Source: an optimization exercise on an open RTL-to-GDS flow (aim: a short achievable clock period and few clock cycles). Production flows keep margins and buffers that such runs may drop. Function was checked by simulation only, so behaviour that the tests miss may differ from the original. No activity file was given, so power comes from the tool's default toggle rates.

File: config.mk
export PLATFORM = sky130hd
export DESIGN_NAME = vm20_core
export DESIGN_NICKNAME = vm20_core
export VERILOG_FILES = /design/flow/design.v
export SDC_FILE = /design/flow/constraint.sdc
export NUM_CORES = 4
export LEC_CHECK = 0
export CAP_MARGIN = 20
export CORE_MARGIN = 2
export CORE_UTILIZATION = 40
export SETUP_SLACK_MARGIN = 3.0
export SLEW_MARGIN = 20
export TNS_END_PERCENT = 5
File: run.sh
#!/bin/bash
# synth_recipe.tcl (not shown) runs the flow's synth.tcl, then flattens the netlist and writes it again
# the make line also repeats each setting of config.mk as NAME=value (left out here)
make -C /OpenROAD-flow-scripts/flow DESIGN_CONFIG=/design/flow/config.mk WORK_HOME=/design/flow/orfs CLKGATE_MAP_FILE= SYNTH_SCRIPT=/design/flow/synth_recipe.tcl finish
File: constraint.sdc
create_clock -name core_clock -period 8.0 [get_ports {clk}]
set_input_delay 1.6000 -clock core_clock [delete_from_list [all_inputs] [get_ports {clk}]]
set_output_delay 1.6000 -clock core_clock [all_outputs]
set_load 0.01 [all_outputs]
File: design.v
module vm20_core (
    input  wire        clk,
    input  wire        rst,           
    input  wire [7:0]  exec_start,    
    output reg         mem_req,
    output reg         mem_we,
    output reg  [7:0]  mem_addr,
    output reg  [19:0] mem_wdata,
    input  wire        mem_ready,
    input  wire [19:0] mem_rdata,
    input  wire        in_valid,
    input  wire [7:0]  in_data,
    input  wire        in_eof,
    input  wire        in_err,
    output reg         in_take,
    output reg         out_valid,
    output reg         out_kind,      
    output reg  [19:0] out_data,
    input  wire        out_ready,
    input  wire        out_err,
    output wire [2:0]  status,
    output wire [7:0]  pc,
    output wire [19:0] r0,
    output wire [19:0] r1,
    output wire [19:0] r2,
    output wire [19:0] r3
);
    localparam [2:0] ST_RUNNING = 3'd0, ST_HALTED = 3'd1, ST_EOI = 3'd2,
                     ST_ILLIO   = 3'd3, ST_LIMIT  = 3'd4;
    localparam [3:0] OP_LD = 4'd0,  OP_LDI = 4'd1, OP_ST  = 4'd2,  OP_ADD = 4'd3,
                     OP_SUB = 4'd4, OP_MUL = 4'd5, OP_DIV = 4'd6,  OP_OR  = 4'd7,
                     OP_AND = 4'd8, OP_SHL = 4'd9, OP_SHR = 4'd10, OP_IO  = 4'd11,
                     OP_BR  = 4'd12, OP_BRZ = 4'd13, OP_BRN = 4'd14, OP_BRS = 4'd15;
    localparam [7:0] INSTR_LIMIT = 8'd200;
    localparam [3:0] E_EXEC = 4'd0,    
                     E_MW   = 4'd1,    
                     E_MUL  = 4'd2,    
                     E_DIVN = 4'd3,    
                     E_DIV  = 4'd4,    
                     E_DIVF = 4'd5,    
                     E_OUT  = 4'd6,    
                     E_IN   = 4'd7,    
                     E_INST = 4'd8,    
                     E_STX  = 4'd9,    
                     E_REL  = 4'd10,   
                     E_DONE = 4'd11;   
    localparam NC = 8;                 
    reg [19:0] regs [0:3];
    reg [7:0]  pc_q;         
    reg [7:0]  count;
    reg [2:0]  status_q;
    reg [3:0]  est;
    reg [19:0] ir;
    reg        ir_v;
    reg [19:0] ir_sx;        
    reg        ir_sxv;
    reg [7:0]  ir_hv;        
    reg        lr_q;         
    reg [19:0] pb;
    reg        pb_v;
    reg        if_v;
    reg [7:0]  fa;           
    reg        c_v   [0:NC-1];
    reg [7:0]  c_tag [0:NC-1];
    reg [19:0] c_val [0:NC-1];
    reg [2:0]  c_ptr;        
    reg [7:0]  oa;           
    reg [19:0] opnd;         
    reg        io_ok;        
    reg [19:0] md_a;         
    reg [19:0] md_b;         
    reg [19:0] md_acc;       
    reg [19:0] md_rem;       
    reg [4:0]  md_cnt;
    reg        md_neg;
    reg        tok_started;
    reg        tok_neg;
    reg        tok_digit;
    reg        tok_bad;
    reg        tok_ovf;
    reg [19:0] tok_mag;
    reg [19:0] tok_w;        
    assign status = status_q;
    assign pc     = pc_q;
    assign r0     = regs[0];
    assign r1     = regs[1];
    assign r2     = regs[2];
    assign r3     = regs[3];
    function [19:0] ksadd;
        input [19:0] x;
        input [19:0] z;
        input        cin;
        reg   [19:0] g, p, gn, pn;
        integer i, d;
        begin
            g = x & z;
            p = x ^ z;
            g[0] = g[0] | (p[0] & cin);
            for (d = 1; d < 20; d = d * 2) begin
                gn = g;
                pn = p;
                for (i = 0; i < 20; i = i + 1)
                    if (i >= d) begin
                        gn[i] = g[i] | (p[i] & g[i-d]);
                        pn[i] = p[i] & p[i-d];
                    end
                g = gn;
                p = pn;
            end
            ksadd = (x ^ z) ^ {g[18:0], cin};
        end
    endfunction
    wire [3:0] op     = ir[19:16];
    wire [1:0] rf     = ir[15:14];
    wire [1:0] xf     = ir[13:12];
    wire [7:0] sf     = ir[7:0];
    wire       is_nop = (ir[11:8] != 4'd0);
    wire       x0     = (xf == 2'd0);
    wire [19:0] rval = regs[rf];
    wire [19:0] xval = regs[xf];
    wire [19:0] xv   = x0 ? 20'd0 : xval;
    wire        rzf  = (rval == 20'd0);
    wire [19:0] sx    = ir_sx;
    wire [7:0]  sx8   = ir_sx[7:0];
    wire addr_ok = (ir_sx[19:8] == 12'd0);
    wire jump_ok = ir_sx[19] || (ir_sx[18:8] == 11'd0);
    wire shamt_ok = addr_ok && (sx8[7:5] == 3'd0) && (sx8[4:0] <= 5'd19);
    wire [7:0] pc1 = pc_q + 8'd1;
    wire [19:0] rel_t  = ksadd({12'd0, pc1}, opnd, 1'b0);
    wire        rel_ok = rel_t[19] || (rel_t[18:8] == 11'd0);
    wire ir_ok   = ir_v && !lr_q;
    wire ir_go   = ir_ok && (x0 || ir_sxv);
    wire ex      = (est == E_EXEC) && ir_go && !is_nop;
    wire k_memrd = (op == OP_LD) || (op == OP_ADD) || (op == OP_SUB) || (op == OP_MUL) ||
                   (op == OP_DIV) || (op == OP_OR) || (op == OP_AND) ||
                   (op == OP_IO && rf == 2'd2);
    wire k_jpt   = (op == OP_BR && rf[0]) || (op == OP_BRS) || (op == OP_BRZ);
    wire k_jump  = k_jpt || (op == OP_BRN);
    reg  [19:0]   c_hval;
    integer ci;
    always @(*) begin
        c_hval = 20'd0;
        for (ci = 0; ci < NC; ci = ci + 1)
            if (ir_hv[ci]) c_hval = c_hval | c_val[ci];
    end
    wire c_hit = x0 && (|ir_hv);
    reg j_taken;
    always @(*) begin
        case (op)
            OP_BRZ:  j_taken = rzf && jump_ok;
            OP_BRN:  j_taken = rval[19] && jump_ok;
            OP_BR:   j_taken = jump_ok;
            default: j_taken = jump_ok;
        endcase
    end
    wire [7:0] j_tgt = sx8;
    wire [19:0] shl_res = rval << sx8[4:0];
    wire [19:0] shr_res = $signed(rval) >>> sx8[4:0];
    wire        from_mem = (est == E_MW);
    wire [19:0] mopnd    = from_mem ? mem_rdata : c_hval;
    wire        mop_z   = (mopnd == 20'd0);
    wire        md_z    = (op == OP_MUL) ? (rzf || mop_z) : mop_z;
    wire        alu_sub = (op == OP_SUB);
    wire [19:0] alu_b   = alu_sub ? ~mopnd : mopnd;
    wire [19:0] alu_sum = ksadd(rval, alu_b, alu_sub);
    wire        alu_as  = (op == OP_ADD) || (op == OP_SUB);
    wire [19:0] alu_lg  = (op == OP_OR)  ? (rval | mopnd) :
                          (op == OP_AND) ? (rval & mopnd) : mopnd;
    wire [19:0] alu_res = alu_as ? alu_sum : alu_lg;
    wire [19:0] mul_p0  = md_b[0] ? md_a               : 20'd0;
    wire [19:0] mul_p1  = md_b[1] ? {md_a[18:0], 1'b0} : 20'd0;
    wire [19:0] mul_p2  = md_b[2] ? {md_a[17:0], 2'b0} : 20'd0;
    wire [19:0] mul_p3  = md_b[3] ? {md_a[16:0], 3'b0} : 20'd0;
    wire [19:0] mul_s1  = md_acc ^ md_rem ^ mul_p0;
    wire [19:0] mul_c1  = {((md_acc & md_rem) | (md_acc & mul_p0) | (md_rem & mul_p0)), 1'b0};
    wire [19:0] mul_s2  = mul_p1 ^ mul_p2 ^ mul_p3;
    wire [19:0] mul_c2  = {((mul_p1 & mul_p2) | (mul_p1 & mul_p3) | (mul_p2 & mul_p3)), 1'b0};
    wire [19:0] mul_s3  = mul_s1 ^ mul_c1 ^ mul_s2;
    wire [19:0] mul_c3  = {((mul_s1 & mul_c1) | (mul_s1 & mul_s2) | (mul_c1 & mul_s2)), 1'b0};
    wire [19:0] mul_s4  = mul_s3 ^ mul_c3 ^ mul_c2;
    wire [19:0] mul_c4  = {((mul_s3 & mul_c3) | (mul_s3 & mul_c2) | (mul_c3 & mul_c2)), 1'b0};
    wire [19:0] mul_acc = ksadd(mul_s4, mul_c4, 1'b0);
    wire        mul_last = (md_b[19:4] == 16'd0);
    function [19:0] smear;
        input [19:0] v;
        reg   [19:0] t;
        begin
            t = v;
            t = t | (t >> 1);
            t = t | (t >> 2);
            t = t | (t >> 4);
            t = t | (t >> 8);
            t = t | (t >> 16);
            smear = t;
        end
    endfunction
    function [4:0] tlen;
        input [19:0] t;
        reg   [19:0] h;
        integer k;
        begin
            h = t & ~(t >> 1);
            tlen = 5'd0;
            for (k = 0; k < 20; k = k + 1)
                tlen = tlen | (h[k] ? (k[4:0] + 5'd1) : 5'd0);
        end
    endfunction
    wire [19:0] div_ta   = smear(md_a);
    wire [19:0] div_tb   = smear(md_b);
    wire [4:0]  div_la   = tlen(div_ta);
    wire [4:0]  div_lb   = tlen(div_tb);
    wire        div_triv = |(div_tb & ~div_ta);
    wire [4:0]  div_n    = div_la - div_lb + 5'd1;
    wire [19:0] div_rem0 = md_a >> div_n;
    wire [19:0] div_a0   = md_a << (5'd20 - div_n);
    wire [19:0] div_sh   = {md_rem[18:0], md_a[19]};
    wire [20:0] div_diff = {1'b0, div_sh} - {1'b0, md_b};
    wire        div_take = !div_diff[20];
    wire [19:0] div_q    = {md_acc[18:0], div_take};
    wire [19:0] rmag = ksadd(rval[19] ? ~rval : rval, 20'd0, rval[19]);
    wire [19:0] mmag = ksadd(mopnd[19] ? ~mopnd : mopnd, 20'd0, mopnd[19]);
    wire        in_sep   = (in_data <= 8'd32) || (in_data >= 8'd127 && in_data <= 8'd160);
    wire        in_digit = (in_data >= 8'h30) && (in_data <= 8'h39);
    wire [23:0] tok_next = {4'd0, tok_mag} * 24'd10 + {20'd0, in_data[3:0]};
    wire        tok_ok   = !tok_bad && tok_digit && !tok_ovf &&
                           (tok_neg ? (tok_mag <= 20'd524288) : (tok_mag <= 20'd524287));
    wire [19:0] tok_val  = tok_neg ? (20'd0 - tok_mag) : tok_mag;
    wire e_rd   = ex && k_memrd && !c_hit;               
    wire e_st0  = ex && (op == OP_ST) && x0;             
    wire e_we   = e_st0 || (est == E_STX) || (est == E_INST && io_ok);
    wire e_port = e_rd || e_we;
    wire [7:0] e_addr = ((est == E_EXEC) && x0) ? sf :
                        (est == E_EXEC) ? sx8 : oa;
    wire e_jx0   = ex && (op == OP_BRN) && x0 && rval[19];
    wire e_jxn   = ex && k_jpt && !x0;
    wire fast_rd = e_jx0 || e_jxn;
    wire [7:0] fast_tgt = e_jxn ? sx8 : sf;
    reg e_done;              
    always @(*) begin
        e_done = 1'b0;
        case (est)
            E_EXEC: if (ir_go) begin
                if (is_nop) e_done = 1'b1;
                else case (op)
                    OP_LD, OP_ADD, OP_SUB, OP_OR, OP_AND:
                        e_done = c_hit || (!x0 && !addr_ok);
                    OP_MUL, OP_DIV:
                        e_done = (!x0 && !addr_ok) || (c_hit && md_z);
                    OP_ST:
                        e_done = x0 ? mem_ready : !addr_ok;
                    OP_IO:
                        case (rf)
                            2'd0: e_done = 1'b0;
                            2'd1: e_done = in_valid || in_eof || in_err;
                            2'd2: e_done = !x0 && !addr_ok;
                            2'd3: e_done = out_ready;
                        endcase
                    OP_BR:
                        e_done = (rf != 2'd2);
                    default: e_done = 1'b1;    
                endcase
            end
            E_MW:   e_done = (op != OP_IO) && (((op != OP_MUL) && (op != OP_DIV)) || md_z);
            E_MUL:  e_done = mul_last;
            E_DIVN: e_done = (md_b == 20'd0) || div_triv;
            E_DIV:  e_done = (md_cnt == 5'd1) && !md_neg;
            E_DIVF: e_done = 1'b1;
            E_OUT:  e_done = out_ready;
            E_IN:   e_done = in_err || (in_eof && !tok_started);
            E_INST: e_done = !io_ok || mem_ready;
            E_STX:  e_done = mem_ready;
            E_REL:  e_done = 1'b1;
            default: ;
        endcase
    end
    wire is_j      = ex && k_jump;
    wire j_go      = is_j && j_taken;
    wire [7:0] npc = (est == E_REL) ? (rel_ok ? rel_t[7:0] : pc1) :
                     j_go ? j_tgt : pc1;
    wire j_follow  = k_jpt || e_jx0;
    wire late_rd   = (is_j && (j_taken != j_follow)) || ((est == E_REL) && rel_ok);
    wire st_hazard = e_we && mem_ready && (e_addr == pc1);
    wire flush     = fast_rd || lr_q || st_hazard;
    wire [1:0] q_tot   = {1'b0, ir_v} + {1'b0, pb_v} + {1'b0, if_v};
    wire       q_room  = flush || (q_tot <= 2'd1) || (q_tot == 2'd2 && e_done);
    wire       running = (status_q == ST_RUNNING);
    wire       f_ok    = running && !e_port && q_room;
    wire [19:0] aw     = mem_rdata;
    wire        a_pred = if_v && !lr_q && (aw[11:8] == 4'd0) && (aw[13:12] == 2'd0) &&
                         ((aw[19:16] == OP_BR && aw[14]) || (aw[19:16] == OP_BRS) ||
                          (aw[19:16] == OP_BRZ));
    wire        a_sel  = a_pred && !e_port && !fast_rd;
    wire [7:0]  b_addr = e_port ? e_addr : (fast_rd ? fast_tgt : fa);
    wire [7:0]  f_addr = a_sel ? aw[7:0] : b_addr;
    wire        f_acc  = f_ok && mem_ready;
    always @(*) begin
        mem_req   = running;
        mem_we    = e_we;
        mem_addr  = f_addr;
        mem_wdata = (est == E_INST) ? tok_w : rval;
    end
    always @(*) begin
        in_take   = 1'b0;
        out_valid = 1'b0;
        out_kind  = 1'b0;
        out_data  = opnd;
        if (ex && op == OP_IO && rf == 2'd1)
            in_take = in_valid;
        if (est == E_IN)
            in_take = in_valid && (!in_sep || !tok_started);
        if (ex && op == OP_IO && rf == 2'd3) begin
            out_valid = 1'b1;
            out_kind  = 1'b1;
            out_data  = {12'd0, xval[19:12]};
        end
        if (est == E_OUT)
            out_valid = 1'b1;
    end
    reg        rw_en;
    reg [1:0]  rw_idx;
    reg [19:0] rw_oth;       
    wire       rw_alu = ((est == E_EXEC) || (est == E_MW)) &&
                        ((op == OP_LD) || (op == OP_ADD) || (op == OP_SUB) ||
                         (op == OP_OR) || (op == OP_AND));
    wire [19:0] rw_val = rw_alu ? alu_res : rw_oth;
    always @(*) begin
        rw_en  = 1'b0;
        rw_idx = rf;
        rw_oth = 20'd0;
        case (est)
            E_EXEC: if (ex) case (op)
                OP_LD, OP_ADD, OP_SUB, OP_OR, OP_AND:
                    rw_en = c_hit;
                OP_MUL: begin
                    rw_en  = c_hit && md_z;
                    rw_oth = 20'd0;
                end
                OP_LDI: begin
                    rw_en  = 1'b1;
                    rw_oth = sx;
                end
                OP_SHL: begin
                    rw_en  = shamt_ok;
                    rw_oth = shl_res;
                end
                OP_SHR: begin
                    rw_en  = shamt_ok;
                    rw_oth = shr_res;
                end
                OP_BRS: begin
                    rw_en  = 1'b1;
                    rw_oth = {12'd0, pc1};
                end
                OP_IO: if (rf == 2'd1) begin
                    rw_en  = in_valid && !in_err && !in_eof;
                    rw_idx = xf;
                    rw_oth = {xval[19:8], in_data};
                end
                default: ;
            endcase
            E_MW: begin
                rw_en = (op != OP_MUL) && (op != OP_DIV) && (op != OP_IO);
                if (op == OP_MUL) begin
                    rw_en  = md_z;
                    rw_oth = 20'd0;
                end
            end
            E_MUL: begin
                rw_en  = mul_last;
                rw_oth = mul_acc;
            end
            E_DIVN: begin
                rw_en  = (md_b != 20'd0) && div_triv;
                rw_oth = 20'd0;
            end
            E_DIV: begin
                rw_en  = (md_cnt == 5'd1) && !md_neg;
                rw_oth = div_q;
            end
            E_DIVF: begin
                rw_en  = 1'b1;
                rw_oth = 20'd0 - md_acc;
            end
            default: ;
        endcase
    end
    wire        fw_en  = ex && ((op == OP_LDI) || (op == OP_BRS));
    wire [19:0] fw_val = (op == OP_LDI) ? sx : {12'd0, pc1};
    function [19:0] calc_sx;
        input [19:0] w;
        begin
            calc_sx = ksadd({12'd0, w[7:0]},
                            (w[13:12] == 2'd0) ? 20'd0 :
                            (fw_en && rf == w[13:12]) ? fw_val : regs[w[13:12]], 1'b0);
        end
    endfunction
    function sx_fresh;
        input [19:0] w;
        begin
            sx_fresh = !(rw_en && (rw_idx == w[13:12]) && !fw_en);
        end
    endfunction
    wire [19:0] sx_of_ir  = calc_sx(ir);
    wire [19:0] sx_of_pb  = calc_sx(pb);
    wire [19:0] sx_of_mem = calc_sx(mem_rdata);
    wire        c_wr   = (e_we && mem_ready) || from_mem;
    wire [7:0]  c_wtag = e_we ? e_addr : oa;
    wire [19:0] c_wval = from_mem ? mem_rdata : mem_wdata;
    reg  [NC-1:0] c_whv;
    always @(*)
        for (ci = 0; ci < NC; ci = ci + 1)
            c_whv[ci] = c_v[ci] && (c_tag[ci] == c_wtag);
    wire        c_alloc = c_wr && !(|c_whv);
    function [NC-1:0] calc_hv;
        input [7:0] a;
        integer k;
        begin
            for (k = 0; k < NC; k = k + 1)
                calc_hv[k] = (c_alloc && c_ptr == k) ? (c_wtag == a)
                                                     : (c_v[k] && c_tag[k] == a);
        end
    endfunction
    wire [NC-1:0] hv_of_ir  = calc_hv(ir[7:0]);
    wire [NC-1:0] hv_of_pb  = calc_hv(pb[7:0]);
    wire [NC-1:0] hv_of_mem = calc_hv(mem_rdata[7:0]);
    always @(posedge clk) begin
        if (rst) begin
            regs[0]  <= 20'd0;
            regs[1]  <= 20'd0;
            regs[2]  <= 20'd0;
            regs[3]  <= 20'd0;
            pc_q     <= exec_start;
            fa       <= exec_start;
            count    <= 8'd0;
            status_q <= ST_RUNNING;
            est      <= E_EXEC;
            ir_v     <= 1'b0;
            pb_v     <= 1'b0;
            if_v     <= 1'b0;
            lr_q     <= 1'b0;
            for (ci = 0; ci < NC; ci = ci + 1)
                c_v[ci] <= 1'b0;
            c_ptr    <= 3'd0;
        end else begin
            if (rw_en)
                regs[rw_idx] <= rw_val;
            if_v <= f_acc;
            lr_q <= late_rd;
            if (late_rd)
                fa <= npc;
            else if (f_acc)
                fa <= f_addr + 8'd1;
            else if (st_hazard)
                fa <= pc1;
            else if (fast_rd)
                fa <= fast_tgt;
            else if (a_pred)
                fa <= aw[7:0];
            if (flush) begin
                ir_v <= 1'b0;
                pb_v <= 1'b0;
            end else if (e_done || !ir_ok) begin
                if (pb_v) begin
                    ir_sx  <= sx_of_pb;
                    ir_hv  <= hv_of_pb;
                    ir_sxv <= sx_fresh(pb);
                    ir    <= pb;
                    ir_v  <= 1'b1;
                    pb    <= mem_rdata;
                    pb_v  <= if_v;
                end else begin
                    ir_sx  <= sx_of_mem;
                    ir_hv  <= hv_of_mem;
                    ir_sxv <= sx_fresh(mem_rdata);
                    ir    <= mem_rdata;
                    ir_v  <= if_v;
                end
            end else begin
                ir_sx  <= sx_of_ir;
                ir_hv  <= hv_of_ir;
                ir_sxv <= sx_fresh(ir);
                if (if_v) begin
                    pb    <= mem_rdata;
                    pb_v  <= 1'b1;
                end
            end
            if (c_wr) begin
                if (|c_whv) begin
                    for (ci = 0; ci < NC; ci = ci + 1)
                        if (c_whv[ci]) c_val[ci] <= c_wval;
                end else begin
                    c_v[c_ptr]   <= 1'b1;
                    c_tag[c_ptr] <= c_wtag;
                    c_val[c_ptr] <= c_wval;
                    c_ptr        <= c_ptr + 3'd1;
                end
            end
            if (e_done) begin
                pc_q  <= npc;
                count <= count + 8'd1;
                est   <= E_EXEC;
                if (count == INSTR_LIMIT - 8'd1) begin
                    status_q <= ST_LIMIT;
                    est      <= E_DONE;
                end
            end
            case (est)
                E_EXEC: if (ex) begin
                    case (op)
                        OP_LD, OP_ADD, OP_SUB, OP_OR, OP_AND, OP_MUL, OP_DIV:
                            if (c_hit) begin
                                if ((op == OP_MUL || op == OP_DIV) && !md_z) begin
                                    md_a   <= (op == OP_MUL) ? rval : rmag;
                                    md_b   <= (op == OP_MUL) ? c_hval : mmag;
                                    md_acc <= 20'd0;
                                    md_rem <= 20'd0;
                                    md_neg <= rval[19] ^ c_hval[19];
                                    est    <= (op == OP_MUL) ? E_MUL : E_DIVN;
                                end
                            end else if (mem_ready && (x0 || addr_ok)) begin
                                oa  <= e_addr;
                                est <= E_MW;
                            end
                        OP_ST:
                            if (!x0 && addr_ok) begin
                                oa  <= sx8;
                                est <= E_STX;
                            end
                        OP_IO:
                            case (rf)
                                2'd0: begin
                                    tok_started <= 1'b0;
                                    tok_neg     <= 1'b0;
                                    tok_digit   <= 1'b0;
                                    tok_bad     <= 1'b0;
                                    tok_ovf     <= 1'b0;
                                    tok_mag     <= 20'd0;
                                    oa          <= sx8;
                                    io_ok       <= addr_ok;
                                    est         <= E_IN;
                                end
                                2'd1:
                                    if (in_err) begin
                                        status_q <= ST_ILLIO;
                                        est      <= E_DONE;
                                    end else if (in_eof) begin
                                        status_q <= ST_EOI;
                                        est      <= E_DONE;
                                    end
                                2'd2:
                                    if (c_hit) begin
                                        opnd <= c_hval;
                                        est  <= E_OUT;
                                    end else if (mem_ready && (x0 || addr_ok)) begin
                                        oa  <= e_addr;
                                        est <= E_MW;
                                    end
                                2'd3:
                                    if (out_ready && out_err) begin
                                        status_q <= ST_ILLIO;
                                        est      <= E_DONE;
                                    end
                            endcase
                        OP_BR:
                            if (rf == 2'd0) begin
                                status_q <= ST_HALTED;
                                est      <= E_DONE;
                            end else if (rf == 2'd2) begin
                                opnd <= sx;
                                est  <= E_REL;
                            end
                        default: ;
                    endcase
                end
                E_MW: begin
                    case (op)
                        OP_MUL: if (!md_z) begin
                            md_a   <= rval;
                            md_b   <= mem_rdata;
                            md_acc <= 20'd0;
                            md_rem <= 20'd0;
                            est    <= E_MUL;
                        end
                        OP_DIV: if (!md_z) begin
                            md_a   <= rmag;
                            md_b   <= mmag;
                            md_acc <= 20'd0;
                            md_rem <= 20'd0;
                            md_neg <= rval[19] ^ mem_rdata[19];
                            est    <= E_DIVN;
                        end
                        OP_IO: begin
                            opnd <= mem_rdata;
                            est  <= E_OUT;
                        end
                        default: ;
                    endcase
                end
                E_MUL: begin
                    md_acc <= mul_s4;
                    md_rem <= mul_c4;
                    md_a   <= {md_a[15:0], 4'd0};
                    md_b   <= {4'd0, md_b[19:4]};
                end
                E_DIVN:
                    if (md_b != 20'd0 && !div_triv) begin
                        md_rem <= div_rem0;
                        md_a   <= div_a0;
                        md_cnt <= div_n;
                        est    <= E_DIV;
                    end
                E_DIV: begin
                    md_rem <= div_take ? div_diff[19:0] : div_sh;
                    md_acc <= div_q;
                    md_a   <= {md_a[18:0], 1'b0};
                    md_cnt <= md_cnt - 5'd1;
                    if (md_cnt == 5'd1 && md_neg) est <= E_DIVF;
                end
                E_OUT:
                    if (out_ready && out_err) begin
                        status_q <= ST_ILLIO;
                        est      <= E_DONE;
                    end
                E_IN: begin
                    if (in_err) begin
                        status_q <= ST_ILLIO;
                        est      <= E_DONE;
                    end else if (in_eof) begin
                        if (!tok_started) begin
                            status_q <= ST_EOI;
                            est      <= E_DONE;
                        end else begin
                            io_ok <= io_ok && tok_ok;
                            tok_w <= tok_val;
                            est   <= E_INST;
                        end
                    end else if (in_valid) begin
                        if (in_sep) begin
                            if (tok_started) begin
                                io_ok <= io_ok && tok_ok;
                                tok_w <= tok_val;
                                est   <= E_INST;
                            end
                        end else begin
                            tok_started <= 1'b1;
                            if (!tok_started && (in_data == 8'h2B || in_data == 8'h2D)) begin
                                tok_neg <= (in_data == 8'h2D);
                            end else if (in_digit) begin
                                tok_digit <= 1'b1;
                                if (!tok_ovf) begin
                                    if (tok_next > 24'd524288) tok_ovf <= 1'b1;
                                    else                       tok_mag <= tok_next[19:0];
                                end
                            end else begin
                                tok_bad <= 1'b1;
                            end
                        end
                    end
                end
                default: ;
            endcase
        end
    end
endmodule
==> results of run 1 <==
-- cell type report --
cell class                 count  area (sq um)
clock buffer                  86          1920
timing repair inverter         2          12.5
inverter                     242           938
sequential                   585         17200
clock inverter                51           626
antenna                        7          17.5
multi-input combinational   4273         31700
fill                       12000         66700
timing repair buffer         481          4140
tap                         1650          2060
-- kinds of logic after synthesis --
family	count (synthesis)	share of synthesized area
DFF	585	0.342
adders and majority gates	238	0.0711
muxes	308	0.0897
buffers and inverters	647	0.0499
xor gates and xnor gates	521	0.0910
and+or+nand+nor	1776	0.169
AOI/OAI and AO/OA	1427	0.187
-- timing repair --
action | 4_1_cts | 5_1_grt
pin swaps | 28 | 34
hold buffers | 0 | 0
setup buffers | 63 | 36
cloned | 3 | 3
endpoints found under the setup margin | 658 | 545
gates resized for setup | 215 | 78
-- synthesized netlist by cell type (15+ instances only) --
| cell | number | area share |
|---|---|---|
| nand3_1 | 125 | 0.012 |
| nor3b_1 | 18 | 0.0027 |
| o31ai_1 | 32 | 0.0048 |
| and4_1 | 15 | 0.0026 |
| buf_1 | 67 | 0.0050 |
| and3_1 | 36 | 0.0045 |
| or4_1 | 15 | 0.0022 |
| mux2i_1 | 124 | 0.025 |
| o21bai_1 | 24 | 0.0036 |
| a31oi_1 | 43 | 0.0053 |
| mux4_2 | 106 | 0.047 |
| nand2_1 | 518 | 0.039 |
| o21a_1 | 25 | 0.0037 |
| a21o_1 | 73 | 0.011 |
| mux2_2 | 75 | 0.017 |
| a221o_1 | 17 | 0.0034 |
| o221ai_1 | 42 | 0.0073 |
| buf_2 | 21 | 0.0021 |
| nor4_1 | 72 | 0.0090 |
| nor2b_1 | 44 | 0.0055 |
| a221oi_1 | 34 | 0.0059 |
| ha_1 | 157 | 0.039 |
| xnor2_1 | 314 | 0.055 |
| clkbuf_1 | 307 | 0.023 |
| o22ai_1 | 31 | 0.0039 |
| dfxtp_1 | 36 | 0.014 |
| nand2b_1 | 32 | 0.0040 |
| nor2_1 | 500 | 0.037 |
| or3_1 | 38 | 0.0047 |
| fa_1 | 80 | 0.032 |
| nand4_1 | 74 | 0.0092 |
| o211ai_1 | 47 | 0.0070 |
| a211o_1 | 19 | 0.0033 |
| xor2_1 | 206 | 0.036 |
| a22oi_1 | 109 | 0.016 |
| inv_1 | 236 | 0.018 |
| or2_2 | 18 | 0.0022 |
| o21ai_0 | 304 | 0.030 |
| a222oi_1 | 37 | 0.0074 |
| nor3_1 | 127 | 0.013 |
| and2_1 | 89 | 0.011 |
| a21oi_1 | 360 | 0.036 |
| edfxtp_1 | 549 | 0.33 |
| a211oi_1 | 78 | 0.012 |
-- layer usage --
layer / vias up / share of wire
met3: 774 / 0.11
met1: 23600 / 0.38
li1: 20700 / -
met2: 3294 / 0.43
met4: 22 / 0.070
met5: - / 0.00065
-- path summary, 6_finish.rpt --
| check | cells past startpoint | slack (ns) | startpoint | endpoint |
|---|---|---|---|---|
| worst max-delay path | 14 | 2.72 | mem_rdata[2] | regs[0][7]$_SDFFCE_PN0P_ |
| worst min-delay path | 2 | 0.49 | count[1]$_SDFFE_PP0N_ | count[1]$_SDFFE_PP0N_ |
| worst max register to register | 17 | 2.73 | md_a[17]$_DFFE_PP_ | md_a[18]$_DFFE_PP_ |
| worst min register to register | 2 | 0.49 | count[1]$_SDFFE_PP0N_ | count[1]$_SDFFE_PP0N_ |
-- power groups by stage --
| stage | Combinational (uW) | Sequential [uW] | Clock, uW |
|---|---|---|---|
| 4_1_cts | 2200 | 3540 | 3590 |
| 6_report | 2320 | 3540 | 3570 |
| 2_1_floorplan | 1310 | 3540 | 0 |
| 3_3_place_gp | 2140 | 3610 | 0 |
| 3_5_place_dp | 2140 | 3610 | 0 |
| 5_1_grt | 2400 | 3540 | 3720 |
-- placed cells by master, fill, tap and decap left out, drive strengths merged, types with 25 or more instances in the layout --
cell type,instances
o21a,25
o22ai,31
ha,157
a221oi,34
a31oi,44
mux2i,126
or3,40
clkinv,37
buf,301
clkbuf,90
nand2,518
nor2,501
a222oi,37
nand4,74
a211oi,79
edfxtp,549
fa,80
o31ai,33
nor3,129
clkdlybuf4s50,158
inv,238
nand3,125
nand2b,32
a21o,73
xnor2,314
and2,91
dfxtp,36
nor4,76
xor2,206
o221ai,42
nor2b,45
and3,36
a21oi,361
o211ai,48
o21ai,310
a22oi,109
mux2,76
mux4,106
-- registers in the layout, summed over array words and instances, names as in the netlist, 8 cells and up, named ones only --
signal   cells
c_val      160
regs        80
c_tag       64
ir          20
ir_sx       20
md_a        20
md_acc      20
md_b        20
md_rem      20
opnd        20
pb          20
tok_mag     20
tok_w       20
c_v          8
count        8
fa           8
ir_hv        8
oa           8
pc_q         8
-- tightest hold or removal path, cell delays in order, from the launching register on --
cell and delay (ns):
dfxtp_1 0.33, nand2_1 0.06, a21oi_1 0.05
-- stage by stage --
step / cells / instance area, sq um / power (uW)
6_report: 7377 / 58600 / 9430
5_1_grt: 7371 / 58600 / 9660
4_1_cts: 7329 / 58000 / 9330
3_5_place_dp: 7126 / 54300 / 5750
3_3_place_gp: 7125 / 54300 / 5750
2_1_floorplan: 5502 / 50400 / 4860
==> flow_summary.yaml, run 1 <==
floorplanning:
  start_util: 0.402
  rows: 130
  fp.coreArea_sq_mm: 0.125
  dieHeight_um: 359
  dieArea_sq_mm: 0.129
  ios: 188
  die_width_um: 359
global_routing:
  busiest_layer: "met2"
  grt_max_degree: 61
  grt_use_met2: 0.524
  antenna_found_initial: 13
  use_met1: 0.452
  overflow: 0
  grt_pass1_wl_um: 327000
  grtUsageTotal: 0.348
  use_met3: 0.0845
  grt_pass1_vias: 45900
synthesis:
  ys_warn_count: 1
  synth_edf_count: 549
  synth_ff_type: "edfxtp_1"
  ys_types: 104
  postSynthAreaPerCell_sq_um: 9.14
  syn-num-nets: 5783
  ys_seq_area_frac: 0.342
  synth_cells: 5502
  synth-seq-cells: 585
  synthesis.area_sq_mm: 0.0503
  ys_async_sr_fraction: 0
placement:
  dp_slack_ns: 1.33
  hpwl_um: 169000
  gp_congestion: 1.05
  port_buffers: 187
clock_tree:
  cts_max_path_buffers: 3
  insertion_delay_ns: 0.71
  clkSinkCount: 585
  cts_tree: "done"
  numCtsBuffers: 74
  cts-htree-levels: 3
  root_buffer: "clkbuf_16"
  path_clk_slew_ns: 0.06
timing:
  tns_ns: 0
  period_minus_slack_ns: 5.28
  holdWs_ns: 0.487
  final_max_slew_viol_count: 0
  slew_headroom: 0.160
  setup_violations: 0
  fin_crit_sh: 0.660
  fmaxAchievable_ghz: 0.189
  rsz0062_at_grt: "yes"
  clock_skew_ns: 0.0490
  tightest_slew_ns: 1.26
  setup_slack_ns: 2.72
  hold_violations: 0
worst_setup_path:
  worstPathRequired_ns: 8.39
  cp_max_fo: 7
  cp_slowest_stage_delay_ns: 0.81
  critPathLaunchType: "input pin"
  crit_path_end_kind: "flip-flop"
  crit_buf_inv: 1
  cp_slowest_cell: "nor3_1"
  critPathKind: "input pin to flip-flop"
  crit_arrival_ns: 5.67
  worst_path_dominant_cell_family: "compound AO/OA/AOI/OAI gates"
  path_cells: "clkdlybuf4s50_1 -> nor2_2 -> o21bai_2 -> xnor2_1 -> ha_1 -> a21o_1 -> a21oi_1 -> o21ai_0 -> a2111oi_0 -> nor3_1 -> xnor2_1 -> a221oi_1 -> nor3_1 -> nor2_1"
routing:
  wl_per_cell_um: 31.1
  drt_wl_total_um: 230000
  drt-initial-drc-count: 7516
  num_vias: 48400
  detail-route-antenna-nets: 0
  dr.pass1.iters: 10
  avgViaCountPerCell: 6.56
  route.detailed.drc: 0
power:
  intPower_uw: 6260
  seq_power_share: 0.375
  p_per_area_mw_per_mm2: 161
  worst_ir_drop_vdd_mv: 0.164
  clkPwrFrac: 0.379
  pwr-share-comb: 0.246
  leakage_uw: 0.0211
  p_sw_frac: 0.336
  power.net_switching_uw: 3170
job:
  maxCapViolCount: 0
finish:
  nets: 5940
  area_growth_pct: 16.4
  fin_util: 0.468
  drive_gt1_frac: 0.146
hold_path:
  hold_path.class: "flip-flop to flip-flop"
status:
  outcome: "no timing/DRC/antenna violations"
Testbench counts, summed over its fixed seeds: cycles 71,603.
==> run 2: changes to the inputs <==
--- a/design.v
+++ b/design.v
@@ -41,9 +41,7 @@
                      E_OUT  = 4'd6,    
                      E_IN   = 4'd7,    
                      E_INST = 4'd8,    
-                     E_STX  = 4'd9,    
-                     E_REL  = 4'd10,   
-                     E_DONE = 4'd11;   
+                     E_DONE = 4'd9;    
     localparam NC = 8;                 
     reg [19:0] regs [0:3];
     reg [7:0]  pc_q;         
@@ -64,7 +62,6 @@
     reg [7:0]  c_tag [0:NC-1];
     reg [19:0] c_val [0:NC-1];
     reg [2:0]  c_ptr;        
-    reg [7:0]  oa;           
     reg [19:0] opnd;         
     reg        io_ok;        
     reg [19:0] md_a;         
@@ -125,8 +122,9 @@
     wire addr_ok = (ir_sx[19:8] == 12'd0);
     wire jump_ok = ir_sx[19] || (ir_sx[18:8] == 11'd0);
     wire shamt_ok = addr_ok && (sx8[7:5] == 3'd0) && (sx8[4:0] <= 5'd19);
-    wire [7:0] pc1 = pc_q + 8'd1;
-    wire [19:0] rel_t  = ksadd({12'd0, pc1}, opnd, 1'b0);
+    reg  [7:0] pc1_q;        
+    wire [7:0] pc1 = pc1_q;
+    wire [19:0] rel_t  = ksadd({12'd0, pc1}, ir_sx, 1'b0);
     wire        rel_ok = rel_t[19] || (rel_t[18:8] == 11'd0);
     wire ir_ok   = ir_v && !lr_q;
     wire ir_go   = ir_ok && (x0 || ir_sxv);
@@ -143,17 +141,17 @@
         for (ci = 0; ci < NC; ci = ci + 1)
             if (ir_hv[ci]) c_hval = c_hval | c_val[ci];
     end
-    wire c_hit = x0 && (|ir_hv);
+    wire c_hit = |ir_hv;
     reg j_taken;
     always @(*) begin
         case (op)
             OP_BRZ:  j_taken = rzf && jump_ok;
             OP_BRN:  j_taken = rval[19] && jump_ok;
-            OP_BR:   j_taken = jump_ok;
+            OP_BR:   j_taken = (rf == 2'd2) ? rel_ok : jump_ok;
             default: j_taken = jump_ok;
         endcase
     end
-    wire [7:0] j_tgt = sx8;
+    wire [7:0] j_tgt = (op == OP_BR && rf == 2'd2) ? rel_t[7:0] : sx8;
     wire [19:0] shl_res = rval << sx8[4:0];
     wire [19:0] shr_res = $signed(rval) >>> sx8[4:0];
     wire        from_mem = (est == E_MW);
@@ -226,11 +224,10 @@
                            (tok_neg ? (tok_mag <= 20'd524288) : (tok_mag <= 20'd524287));
     wire [19:0] tok_val  = tok_neg ? (20'd0 - tok_mag) : tok_mag;
     wire e_rd   = ex && k_memrd && !c_hit;               
-    wire e_st0  = ex && (op == OP_ST) && x0;             
-    wire e_we   = e_st0 || (est == E_STX) || (est == E_INST && io_ok);
+    wire e_st   = ex && (op == OP_ST) && addr_ok;        
+    wire e_we   = e_st || (est == E_INST && io_ok);
     wire e_port = e_rd || e_we;
-    wire [7:0] e_addr = ((est == E_EXEC) && x0) ? sf :
-                        (est == E_EXEC) ? sx8 : oa;
+    wire [7:0] e_addr = sx8;
     wire e_jx0   = ex && (op == OP_BRN) && x0 && rval[19];
     wire e_jxn   = ex && k_jpt && !x0;
     wire fast_rd = e_jx0 || e_jxn;
@@ -247,20 +244,19 @@
                     OP_MUL, OP_DIV:
                         e_done = (!x0 && !addr_ok) || (c_hit && md_z);
                     OP_ST:
-                        e_done = x0 ? mem_ready : !addr_ok;
+                        e_done = !addr_ok || mem_ready;
                     OP_IO:
                         case (rf)
                             2'd0: e_done = 1'b0;
                             2'd1: e_done = in_valid || in_eof || in_err;
-                            2'd2: e_done = !x0 && !addr_ok;
+                            2'd2: e_done = !addr_ok || (c_hit && out_ready);
                             2'd3: e_done = out_ready;
                         endcase
-                    OP_BR:
-                        e_done = (rf != 2'd2);
                     default: e_done = 1'b1;    
                 endcase
             end
-            E_MW:   e_done = (op != OP_IO) && (((op != OP_MUL) && (op != OP_DIV)) || md_z);
+            E_MW:   e_done = (op == OP_IO) ? out_ready :
+                             (((op != OP_MUL) && (op != OP_DIV)) || md_z);
             E_MUL:  e_done = mul_last;
             E_DIVN: e_done = (md_b == 20'd0) || div_triv;
             E_DIV:  e_done = (md_cnt == 5'd1) && !md_neg;
@@ -268,17 +264,14 @@
             E_OUT:  e_done = out_ready;
             E_IN:   e_done = in_err || (in_eof && !tok_started);
             E_INST: e_done = !io_ok || mem_ready;
-            E_STX:  e_done = mem_ready;
-            E_REL:  e_done = 1'b1;
             default: ;
         endcase
     end
-    wire is_j      = ex && k_jump;
+    wire is_j      = ex && (k_jump || (op == OP_BR && rf == 2'd2));
     wire j_go      = is_j && j_taken;
-    wire [7:0] npc = (est == E_REL) ? (rel_ok ? rel_t[7:0] : pc1) :
-                     j_go ? j_tgt : pc1;
+    wire [7:0] npc = j_go ? j_tgt : pc1;
     wire j_follow  = k_jpt || e_jx0;
-    wire late_rd   = (is_j && (j_taken != j_follow)) || ((est == E_REL) && rel_ok);
+    wire late_rd   = is_j && (j_taken != j_follow);
     wire st_hazard = e_we && mem_ready && (e_addr == pc1);
     wire flush     = fast_rd || lr_q || st_hazard;
     wire [1:0] q_tot   = {1'b0, ir_v} + {1'b0, pb_v} + {1'b0, if_v};
@@ -313,6 +306,14 @@
             out_kind  = 1'b1;
             out_data  = {12'd0, xval[19:12]};
         end
+        if (ex && op == OP_IO && rf == 2'd2 && c_hit) begin
+            out_valid = 1'b1;
+            out_data  = c_hval;
+        end
+        if (est == E_MW && op == OP_IO) begin
+            out_valid = 1'b1;
+            out_data  = mem_rdata;
+        end
         if (est == E_OUT)
             out_valid = 1'b1;
     end
@@ -404,25 +405,23 @@
     wire [19:0] sx_of_pb  = calc_sx(pb);
     wire [19:0] sx_of_mem = calc_sx(mem_rdata);
     wire        c_wr   = (e_we && mem_ready) || from_mem;
-    wire [7:0]  c_wtag = e_we ? e_addr : oa;
+    wire [7:0]  c_wtag = sx8;
     wire [19:0] c_wval = from_mem ? mem_rdata : mem_wdata;
-    reg  [NC-1:0] c_whv;
-    always @(*)
-        for (ci = 0; ci < NC; ci = ci + 1)
-            c_whv[ci] = c_v[ci] && (c_tag[ci] == c_wtag);
+    wire [NC-1:0] c_whv = ir_hv;
     wire        c_alloc = c_wr && !(|c_whv);
     function [NC-1:0] calc_hv;
-        input [7:0] a;
+        input [19:0] a;
         integer k;
         begin
             for (k = 0; k < NC; k = k + 1)
-                calc_hv[k] = (c_alloc && c_ptr == k) ? (c_wtag == a)
-                                                     : (c_v[k] && c_tag[k] == a);
+                calc_hv[k] = (a[19:8] == 12'd0) &&
+                             ((c_alloc && c_ptr == k) ? (c_wtag == a[7:0])
+                                                      : (c_v[k] && c_tag[k] == a[7:0]));
         end
     endfunction
-    wire [NC-1:0] hv_of_ir  = calc_hv(ir[7:0]);
-    wire [NC-1:0] hv_of_pb  = calc_hv(pb[7:0]);
-    wire [NC-1:0] hv_of_mem = calc_hv(mem_rdata[7:0]);
+    wire [NC-1:0] hv_of_ir  = calc_hv(sx_of_ir);
+    wire [NC-1:0] hv_of_pb  = calc_hv(sx_of_pb);
+    wire [NC-1:0] hv_of_mem = calc_hv(sx_of_mem);
     always @(posedge clk) begin
         if (rst) begin
             regs[0]  <= 20'd0;
@@ -430,6 +429,7 @@
             regs[2]  <= 20'd0;
             regs[3]  <= 20'd0;
             pc_q     <= exec_start;
+            pc1_q    <= exec_start + 8'd1;
             fa       <= exec_start;
             count    <= 8'd0;
             status_q <= ST_RUNNING;
@@ -497,6 +497,7 @@
             end
             if (e_done) begin
                 pc_q  <= npc;
+                pc1_q <= npc + 8'd1;
                 count <= count + 8'd1;
                 est   <= E_EXEC;
                 if (count == INSTR_LIMIT - 8'd1) begin
@@ -518,14 +519,8 @@
                                     est    <= (op == OP_MUL) ? E_MUL : E_DIVN;
                                 end
                             end else if (mem_ready && (x0 || addr_ok)) begin
-                                oa  <= e_addr;
                                 est <= E_MW;
                             end
-                        OP_ST:
-                            if (!x0 && addr_ok) begin
-                                oa  <= sx8;
-                                est <= E_STX;
-                            end
                         OP_IO:
                             case (rf)
                                 2'd0: begin
@@ -535,7 +530,6 @@
                                     tok_bad     <= 1'b0;
                                     tok_ovf     <= 1'b0;
                                     tok_mag     <= 20'd0;
-                                    oa          <= sx8;
                                     io_ok       <= addr_ok;
                                     est         <= E_IN;
                                 end
@@ -549,10 +543,11 @@
                                     end
                                 2'd2:
                                     if (c_hit) begin
-                                        opnd <= c_hval;
-                                        est  <= E_OUT;
+                                        if (out_ready && out_err) begin
+                                            status_q <= ST_ILLIO;
+                                            est      <= E_DONE;
+                                        end
                                     end else if (mem_ready && (x0 || addr_ok)) begin
-                                        oa  <= e_addr;
                                         est <= E_MW;
                                     end
                                 2'd3:
@@ -565,9 +560,6 @@
                             if (rf == 2'd0) begin
                                 status_q <= ST_HALTED;
                                 est      <= E_DONE;
-                            end else if (rf == 2'd2) begin
-                                opnd <= sx;
-                                est  <= E_REL;
                             end
                         default: ;
                     endcase
@@ -589,10 +581,14 @@
                             md_neg <= rval[19] ^ mem_rdata[19];
                             est    <= E_DIVN;
                         end
-                        OP_IO: begin
-                            opnd <= mem_rdata;
-                            est  <= E_OUT;
-                        end
+                        OP_IO:
+                            if (!out_ready) begin
+                                opnd <= mem_rdata;
+                                est  <= E_OUT;
+                            end else if (out_err) begin
+                                status_q <= ST_ILLIO;
+                                est      <= E_DONE;
+                            end
                         default: ;
                     endcase
                 end
--- a/config.mk
+++ b/config.mk
@@ -10,4 +10,4 @@
 export CORE_UTILIZATION = 40
 export SETUP_SLACK_MARGIN = 3.0
 export SLEW_MARGIN = 20
-export TNS_END_PERCENT = 5
+export TNS_END_PERCENT = 30
==> run 2 against run 1 <==
Effect of this change:
- sequential share of layout area down 0.34 points
- still clean
- first-iteration DRC count decreased by 15%
- synthesized area decreased by 2.0%
- design area grew 1.2%
- global-route usage up 0.51 points
- count of clock-buffer cells in the layout grew 7
- clock skew shrank 0.021 ns
- die area is 1.9% lower
- combinational power is 28% higher
==> flow_summary.yaml, run 2 <==
finish:
  sequential_cell_area_sq_mm: 0.0172
  largest_reg_flops: 160
  layout_commonest_cell: "edfxtp_1"
  largest_register: "c_val"
  multiInputGateArea_sq_mm: 0.0317
  fin_area_sq_mm: 0.0593
  drive_gt1_frac: 0.185
  final_cell_mix: "edfxtp_1 (549), nand2_1 (487), nor2_1 (484), xnor2_1 (350), buf_4 (324)"
  area_growth_pct: 20.2
  largest_registers: "c_val (160), regs (80), c_tag (64)"
  nets: 5866
  fillerInstances: 11500
synthesis:
  synth_common_cells: "edfxtp_1 (549), nor2_1 (508), nand2_1 (495)"
  ys_seq_area_frac: 0.349
  yosysTopAreaCell: "edfxtp_1"
  ys_async_sr_fraction: 0
  yosys-top-cells-area: "edfxtp_1 (33%), xnor2_1 (6.3%), mux4_2 (5.3%)"
  yosysTopAreaCellShare: 0.334
  postSynthAreaPerCell_sq_um: 9.36
  ys_types: 111
  synth_ff_type: "edfxtp_1"
  synth-seq-cells: 585
  synthesis.area_sq_mm: 0.0493
  synth_cells: 5269
  yosysMostFrequentCell: "edfxtp_1"
  synth_edf_count: 549
  syn-num-nets: 5550
  ys_warn_count: 1
global_routing:
  grt_max_degree: 52
  grtUsageTotal: 0.353
  grt_pass1_wl_um: 325000
  grt_pass1_vias: 44400
  overflow: 0
  antenna_found_initial: 15
routing:
  dr.pass1.iters: 10
  drt_wl_total_um: 230000
  num_vias: 47600
  wl_per_cell_um: 31.7
  route.detailed.drc: 0
  detail-route-antenna-nets: 0
  drt-initial-drc-count: 6356
  avgViaCountPerCell: 6.55
clock_tree:
  root_buffer: "clkbuf_16"
  numCtsBuffers: 71
  cts_tree: "done"
  cts-htree-levels: 3
  clkSinkCount: 585
  cts_max_path_buffers: 3
  insertion_delay_ns: 0.67
  path_clk_slew_ns: 0.06
  hold_buffers: 0
placement:
  dp_slack_ns: 1.22
  gp_congestion: 1.02
  hpwl_um: 166000
  port_buffers: 187
  place_area_sq_mm: 0.0536
worst_setup_path:
  cp_max_fo: 13
  worstPathRequired_ns: 6.40
  cp_slowest_stage_delay_ns: 0.71
  critPathKind: "flip-flop to output port"
  cp_slowest_cell: "clkdlybuf4s50_1"
  path_cells: "buf_4 -> mux4_2 -> inv_1 -> o21ai_1 -> clkdlybuf4s50_1"
  crit_arrival_ns: 3.65
  critPathLaunchType: "flip-flop"
  crit_path_end_kind: "output port"
  reg2reg_depth: 17
floorplanning:
  ios: 188
  start_util: 0.404
  rows: 128
  die_width_um: 355
  fp.coreArea_sq_mm: 0.122
  dieArea_sq_mm: 0.126
  dieHeight_um: 355
power:
  power.net_switching_uw: 3420
  worst_ir_drop_vdd_mv: 0.195
  clkPwrFrac: 0.342
  leakage_uw: 0.0213
  seq_power_share: 0.360
  intPower_uw: 6520
  p_sw_frac: 0.344
  p_per_area_mw_per_mm2: 168
  pwr-share-comb: 0.298
timing:
  setup_slack_ns: 2.75
  tns_ns: 0
  fin_crit_sh: 0.657
  hold_violations: 0
  fmaxAchievable_ghz: 0.190
  setup_violations: 0
  clock_skew_ns: 0.0281
  tightest_slew_ns: 1.27
  final_max_slew_viol_count: 0
  rsz0062_at_grt: "yes"
  period_minus_slack_ns: 5.25
  slew_headroom: 0.141
hold_path:
  hold_path.class: "flip-flop to flip-flop"
  hold_depth: 1
status:
  outcome: "no timing/DRC/antenna violations"
job:
  maxCapViolCount: 0
## run 2: path summary, 6_finish.rpt
check                              end         startpoint  slack, ns
setup reg to reg  regs[3][7]$_DFFE_PP_  md_b[2]$_DFFE_PP_       2.87
hold / removal          c_v[6]$_DFF_P_     c_v[6]$_DFF_P_       0.52
setup / recovery          mem_wdata[0]          flip-flop       2.75
hold reg to reg         c_v[6]$_DFF_P_     c_v[6]$_DFF_P_       0.52
## run 2: worst max-delay path, delay by kind of cell (launching register included)
kind,cells,cell delay [ns]
muxes,1,0.67
DFF,1,0.36
AOI/OAI and AO/OA,1,0.69
buffers and inverters,3,1.24
## run 2: per-layer routing
| metal | up-vias | share of wire | global-route usage |
|---|---|---|---|
| met4 | 10 | 0.072 | 0.211 |
| met2 | 3385 | 0.42 | 0.516 |
| met1 | 23100 | 0.38 | 0.457 |
| met5 | - | 0.00024 | 0 |
| li1 | 20300 | - | - |
| met3 | 786 | 0.13 | 0.109 |
## run 2: per-stage QoR
stage / total power, uW / std cells / hold slack, ns / util
global route: 10200 / 7266 / 0.537 / 0.486
detailed placement: 6280 / 6930 / 0.509 / 0.439
finish: 9950 / 7271 / 0.521 / 0.486
floorplan: 5240 / 5269 / 0.473 / -
CTS: 9780 / 7208 / 0.523 / 0.476
global placement: 6260 / 6929 / 0.496 / 0.439
## run 2: what timing repair did
action	in CTS	in global routing
setup buffers	139	56
setup endpoints to repair	488	397
resized for setup	354	172
gates cloned	11	1
pin swaps	82	68
hold endpoints to repair	0	0
## run 2: area by class of cell
class	instances	share of cell area
multi-input cells	4154	0.534
flip-flops and latches	585	0.291
repair buffers	573	0.0882
well taps	1625	0.0343
clock buffers	93	0.0329
inverters	200	0.0128
clock inverters	35	0.00705
diodes	6	0.000253
## run 2: cell families after synthesis
group                    count (synthesis)  share of synthesized area
XOR/XNOR                               498                     0.0891
multiplexers                           302                     0.0926
AND/OR/NAND/NOR                       1738                      0.170
buffers and inverters                  533                     0.0423
flip-flops                             585                      0.349
AO/OA/AOI/OAI                         1376                      0.185
adder cells (fa/ha/maj)                237                     0.0723
## run 2: power groups by stage
stage	combinational (uW)	sequential [uW]	clock, uW
after floorplan	1650	3590	0
after global placement	2610	3660	0
after detailed placement	2620	3660	0
after CTS	2790	3580	3420
after global routing	3080	3580	3530
final	2970	3580	3400
Testbench counts of run 2, summed over its fixed seeds: cycles 68,763.
==> run 3: changes to the inputs <==
--- a/design.v
+++ b/design.v
@@ -52,6 +52,8 @@
     reg        ir_v;
     reg [19:0] ir_sx;        
     reg        ir_sxv;
+    reg        ir_rz;        
+    reg        ir_rzv;       
     reg [7:0]  ir_hv;        
     reg        lr_q;         
     reg [19:0] pb;
@@ -228,10 +230,17 @@
     wire e_we   = e_st || (est == E_INST && io_ok);
     wire e_port = e_rd || e_we;
     wire [7:0] e_addr = sx8;
-    wire e_jx0   = ex && (op == OP_BRN) && x0 && rval[19];
-    wire e_jxn   = ex && k_jpt && !x0;
-    wire fast_rd = e_jx0 || e_jxn;
-    wire [7:0] fast_tgt = e_jxn ? sx8 : sf;
+    reg tk_fast;
+    always @(*) begin
+        case (op)
+            OP_BRN:  tk_fast = rval[19] && jump_ok;
+            OP_BRZ:  tk_fast = !ir_rzv || (ir_rz && jump_ok);
+            default: tk_fast = jump_ok;
+        endcase
+    end
+    wire follow0 = x0 && k_jpt;
+    wire fast_rd = ex && k_jump && (tk_fast != follow0);
+    wire [7:0] fast_tgt = tk_fast ? sx8 : pc1;
     reg e_done;              
     always @(*) begin
         e_done = 1'b0;
@@ -270,7 +279,7 @@
     wire is_j      = ex && (k_jump || (op == OP_BR && rf == 2'd2));
     wire j_go      = is_j && j_taken;
     wire [7:0] npc = j_go ? j_tgt : pc1;
-    wire j_follow  = k_jpt || e_jx0;
+    wire j_follow  = k_jump && tk_fast;
     wire late_rd   = is_j && (j_taken != j_follow);
     wire st_hazard = e_we && mem_ready && (e_addr == pc1);
     wire flush     = fast_rd || lr_q || st_hazard;
@@ -385,25 +394,46 @@
             default: ;
         endcase
     end
-    wire        fw_en  = ex && ((op == OP_LDI) || (op == OP_BRS));
+    wire        fw_sp  = ir_v && !is_nop && ((op == OP_LDI) || (op == OP_BRS));
+    wire        fw_en  = ex && fw_sp;
     wire [19:0] fw_val = (op == OP_LDI) ? sx : {12'd0, pc1};
     function [19:0] calc_sx;
         input [19:0] w;
+        input        fwd;
         begin
             calc_sx = ksadd({12'd0, w[7:0]},
                             (w[13:12] == 2'd0) ? 20'd0 :
-                            (fw_en && rf == w[13:12]) ? fw_val : regs[w[13:12]], 1'b0);
+                            (fwd && fw_sp && rf == w[13:12]) ? fw_val : regs[w[13:12]], 1'b0);
         end
     endfunction
     function sx_fresh;
         input [19:0] w;
+        input        fwd;
+        begin
+            sx_fresh = fwd ? !(rw_en && (rw_idx == w[13:12]) && !fw_en) &&
+                             !(fw_sp && !fw_en && (rf == w[13:12]))
+                           : !(rw_en && (rw_idx == w[13:12]));
+        end
+    endfunction
+    function calc_rz;
+        input [19:0] w;
+        input        fwd;
+        begin
+            calc_rz = (((fwd && fw_sp && rf == w[15:14]) ? fw_val : regs[w[15:14]]) == 20'd0);
+        end
+    endfunction
+    function rz_fresh;
+        input [19:0] w;
+        input        fwd;
         begin
-            sx_fresh = !(rw_en && (rw_idx == w[13:12]) && !fw_en);
+            rz_fresh = fwd ? !(rw_en && (rw_idx == w[15:14]) && !fw_en) &&
+                             !(fw_sp && !fw_en && (rf == w[15:14]))
+                           : !(rw_en && (rw_idx == w[15:14]));
         end
     endfunction
-    wire [19:0] sx_of_ir  = calc_sx(ir);
-    wire [19:0] sx_of_pb  = calc_sx(pb);
-    wire [19:0] sx_of_mem = calc_sx(mem_rdata);
+    wire [19:0] sx_of_ir  = calc_sx(ir, 1'b0);
+    wire [19:0] sx_of_pb  = calc_sx(pb, 1'b1);
+    wire [19:0] sx_of_mem = calc_sx(mem_rdata, 1'b1);
     wire        c_wr   = (e_we && mem_ready) || from_mem;
     wire [7:0]  c_wtag = sx8;
     wire [19:0] c_wval = from_mem ? mem_rdata : mem_wdata;
@@ -463,7 +493,9 @@
                 if (pb_v) begin
                     ir_sx  <= sx_of_pb;
                     ir_hv  <= hv_of_pb;
-                    ir_sxv <= sx_fresh(pb);
+                    ir_sxv <= sx_fresh(pb, 1'b1);
+                    ir_rz  <= calc_rz(pb, 1'b1);
+                    ir_rzv <= rz_fresh(pb, 1'b1);
                     ir    <= pb;
                     ir_v  <= 1'b1;
                     pb    <= mem_rdata;
@@ -471,14 +503,18 @@
                 end else begin
                     ir_sx  <= sx_of_mem;
                     ir_hv  <= hv_of_mem;
-                    ir_sxv <= sx_fresh(mem_rdata);
+                    ir_sxv <= sx_fresh(mem_rdata, 1'b1);
+                    ir_rz  <= calc_rz(mem_rdata, 1'b1);
+                    ir_rzv <= rz_fresh(mem_rdata, 1'b1);
                     ir    <= mem_rdata;
                     ir_v  <= if_v;
                 end
             end else begin
                 ir_sx  <= sx_of_ir;
                 ir_hv  <= hv_of_ir;
-                ir_sxv <= sx_fresh(ir);
+                ir_sxv <= sx_fresh(ir, 1'b0);
+                ir_rz  <= calc_rz(ir, 1'b0);
+                ir_rzv <= rz_fresh(ir, 1'b0);
                 if (if_v) begin
                     pb    <= mem_rdata;
                     pb_v  <= 1'b1;
==> flow/run.sh (new file) <==
#!/bin/bash
# Layout: the standard flow (standard.sh, unchanged synthesis and steps), with the
# ports buffered by sky130_fd_sc_hd__buf_4 instead of the delay-cell buffer that
# buffer_ports picks by default. The make output goes to standard.log; each ORFS step
# keeps its own log under orfs/logs.
set -euo pipefail
export BUFFER_PORTS_ARGS="-buffer_cell sky130_fd_sc_hd__buf_4"
bash standard.sh > standard.log 2>&1
==> standard.sh (new file) <==
#!/bin/bash
# synth_recipe.tcl (not shown) runs the flow's synth.tcl, then flattens the netlist and writes it again
# the make line also repeats each setting of config.mk as NAME=value (left out here)
make -C /OpenROAD-flow-scripts/flow DESIGN_CONFIG=/design/flow/config.mk WORK_HOME=/design/flow/orfs CLKGATE_MAP_FILE= SYNTH_SCRIPT=/design/flow/synth_recipe.tcl "${@:-finish}"
removed: run.sh
==> run 3 against run 2 <==
Effect of this change:
- sequential power is essentially flat
- critical path depth grew 1
- worst hold slack lost 0.014 ns
- register-to-register slack lost 0.11 ns
- sequential share of layout area grew 0.41 points
- first-iteration DRC count grew 14%
- total power shrank 2.6%
- still clean
- combinational power shrank 7.1%
- flip-flop and latch count grew 4
- clock power shrank 2%
- global-route usage shrank 0.079 points
- cell count grew 0.80%
==> flow_summary.yaml, run 3 <==
routing:
  wl_per_cell_um: 31.6
  detail-route-antenna-nets: 0
  drt_wl_total_um: 231000
  route.detailed.drc: 0
  avgViaCountPerCell: 6.58
  num_vias: 48200
  drt-initial-drc-count: 7254
  dr.pass1.iters: 10
floorplanning:
  die_width_um: 356
  fp.coreArea_sq_mm: 0.123
  dieHeight_um: 356
  dieArea_sq_mm: 0.127
  rows: 129
  start_util: 0.402
  ios: 188
synthesis:
  synth_common_cells: "edfxtp_1 (551), nor2_1 (519), nand2_1 (453)"
  postSynthAreaPerCell_sq_um: 9.33
  ys_warn_count: 1
  synth_edf_count: 551
  yosysTopAreaCell: "edfxtp_1"
  syn-num-nets: 5598
  synthesis.area_sq_mm: 0.0496
  ys_async_sr_fraction: 0
  yosysTopAreaCellShare: 0.333
  yosys-top-cells-area: "edfxtp_1 (33%), xnor2_1 (5.9%), mux4_2 (5.1%)"
  ys_seq_area_frac: 0.349
  synth_cells: 5318
  ys_types: 110
  yosysMostFrequentCell: "edfxtp_1"
  synth_ff_type: "edfxtp_1"
  synth-seq-cells: 589
global_routing:
  grt_max_degree: 57
  grt_pass1_wl_um: 325000
  busiest_layer: "met2"
  grt_pass1_vias: 45100
  use_met1: 0.446
  grtUsageTotal: 0.352
  use_met3: 0.0986
  antenna_found_initial: 14
  grt_use_met2: 0.534
  overflow: 0
finish:
  largest_reg_flops: 160
  fin_area_sq_mm: 0.0588
  largest_registers: "c_val (160), regs (80), c_tag (64)"
  fillerInstances: 11700
  final_cell_mix: "edfxtp_1 (551), buf_4 (521), nor2_1 (503), nand2_1 (450), xnor2_1 (331)"
  layout_commonest_cell: "edfxtp_1"
  nets: 5907
  area_growth_pct: 18.5
  sequential_cell_area_sq_mm: 0.0173
  multiInputGateArea_sq_mm: 0.0316
  drive_gt1_frac: 0.201
  largest_register: "c_val"
worst_setup_path:
  worst_path_dominant_cell_family: "compound AO/OA/AOI/OAI gates"
  r2r_slack_ns: 2.76
  cp_max_fo: 12
  cp_slowest_stage_delay_ns: 1.04
  critPathLaunchType: "flip-flop"
  path_cells: "buf_6 -> buf_6 -> mux4_2 -> inv_1 -> o21ai_0 -> buf_4"
  crit_arrival_ns: 3.69
  cp_slowest_cell: "o21ai_0"
  r2r-start: "md_b[3]$_DFFE_PP_"
  critPathKind: "flip-flop to output port"
  worstPathRequired_ns: 6.40
  crit_cells: 6
  reg2reg_depth: 21
  crit_top_cell: "buf_6"
  crit_end: "mem_wdata[1]"
  crit_path_end_kind: "output port"
  crit_buf_inv: 4
  regToRegEndpoint: "regs[0][19]$_SDFFCE_PN0P_"
power:
  clkPwrFrac: 0.343
  p_per_area_mw_per_mm2: 165
  pwr-share-comb: 0.285
  worst_ir_drop_vdd_mv: 0.171
  seq_power_share: 0.372
  power_uw: 9690
  intPower_uw: 6380
  leakage_uw: 0.0217
  power.net_switching_uw: 3310
  p_sw_frac: 0.342
timing:
  final_max_slew_viol_count: 0
  holdWs_ns: 0.507
  tns_ns: 0
  fmaxAchievable_ghz: 0.189
  tightest_slew_ns: 1.25
  slew_headroom: 0.155
  setup_violations: 0
  fin_crit_sh: 0.662
  rsz0062_at_grt: "yes"
  hold_violations: 0
  period_minus_slack_ns: 5.29
  clock_skew_ns: 0.0420
clock_tree:
  cts_max_path_buffers: 3
  path_clk_slew_ns: 0.06
  cts-htree-levels: 3
  clkSinkCount: 589
  insertion_delay_ns: 0.69
  cts_tree: "done"
  numCtsBuffers: 72
  root_buffer: "clkbuf_16"
status:
  outcome: "no timing/DRC/antenna violations"
placement:
  gp_congestion: 1.01
  hpwl_um: 165000
  place_area_sq_mm: 0.0531
  port_buffers: 187
job:
  maxCapViolCount: 0
hold_path:
  hold_path.class: "flip-flop to flip-flop"
[run 3: layout make-up]
type	instances	share of cell area
multi-input cells	4181	0.537
flip-flops and latches	589	0.295
repair buffers	561	0.0786
well taps	1637	0.0348
clock buffers	87	0.0325
inverters	220	0.0144
clock inverters	42	0.00715
diodes	10	0.000426
repair inverters	2	0.000170
[run 3: worst min path at each step]
stage	depth (start not counted)	endpoint	startpoint	slack, ns
after floorplan	1	c_v[0]$_DFF_P_	c_v[0]$_DFF_P_	0.47
after global placement	2	count[1]$_SDFFE_PP0N_	count[1]$_SDFFE_PP0N_	0.50
after detailed placement	1	c_v[0]$_DFF_P_	c_v[0]$_DFF_P_	0.51
after CTS	2	count[1]$_SDFFE_PP0N_	count[1]$_SDFFE_PP0N_	0.52
after global routing	2	count[1]$_SDFFE_PP0N_	count[1]$_SDFFE_PP0N_	0.54
final	2	count[1]$_SDFFE_PP0N_	count[1]$_SDFFE_PP0N_	0.51
[run 3: kinds of logic (layout without fill, tap and decap cells)]
kind of cell,Yosys count,after routing,synth area share
mux,290,291,0.0883
buf+inv,557,912,0.0437
compound gates,1388,1390,0.188
simple gates,1772,1778,0.174
fa+ha+maj,236,236,0.0716
flops,589,589,0.349
xor+xnor,486,486,0.0858
other cells,0,10,0
[run 3: power by group through the flow]
stage	sequential (uW)	clock (uW)	combinational [uW]
final	3610	3320	2760
after CTS	3600	3340	2590
after global routing	3600	3450	2890
after global placement	3680	0	2420
after floorplan	3610	0	1590
after detailed placement	3680	0	2420
[run 3: per-stage QoR]
step,utilization,setup slack [ns],cells
after detailed placement,0.430,1.58,6941
final,0.476,2.71,7329
after global placement,0.430,1.63,6941
after floorplan,-,2.45,5318
after CTS,0.466,2.79,7229
after global routing,0.476,2.62,7319
[run 3: timing repair]
action                                  in CTS  in global routing
endpoints found under the hold margin        0                  0
pin swaps                                   63                 42
hold buffers                                 0                  0
endpoints found under the setup margin     382                273
resized for setup                          184                 78
setup buffers                              147                 85
gates cloned                                12                  5
[run 3: routing by layer]
layer / share of wire / vias up / wire length (um)
met2: 0.43 / 3325 / 99900
met4: 0.077 / 18 / 17800
li1: - / 20600 / -
met3: 0.12 / 774 / 27400
met1: 0.37 / 23500 / 86100
met5: 0.00053 / - / 122
[run 3: tightest hold or removal path: cells and delay by family (launching register included)]
kind	cells	cell delay (ns)
AOI/OAI and AO/OA	1	0.05
DFF	1	0.34
and+or+nand+nor	1	0.07
Testbench counts of run 3, summed over its fixed seeds: cycles 68,083.

## afterwards: timing with drivers on the ports
No port has a modelled driver above. Below, the same layouts with a new extraction and two added sets of constraints. Step 1 assumes that a clkbuf_16 drives the clock port and a buf_2 every other input. Step 2 adds t to the input delays and takes it off the output delays; t is the mean of the earliest and latest rising clock arrival at the registers after step 1. Input paths then give back, and output paths get back, about the clock's delay inside the block. a / b / c = ideal ports / drivers / drivers and shift; a / b = the first two.
run | t (ns) | setup WS [ns] | latest minus earliest clock arrival (ns) | worst register clock-pin slew, ns
run 1 | 0.772 | 2.720 / 2.690 / 2.007 | 0.050 / 0.049 | 0.07 / 0.07
run 2 | 0.739 | 2.746 / 2.665 / 2.308 | 0.028 / 0.028 | 0.07 / 0.07
run 3 | 0.753 | 2.707 / 2.627 / 2.152 | 0.042 / 0.042 | 0.08 / 0.08
After both steps setup and hold are still met in every run listed. For run 1, which loses most, drivers alone change the setup slack by -0.030 ns; drivers and shift together by -0.713 ns.
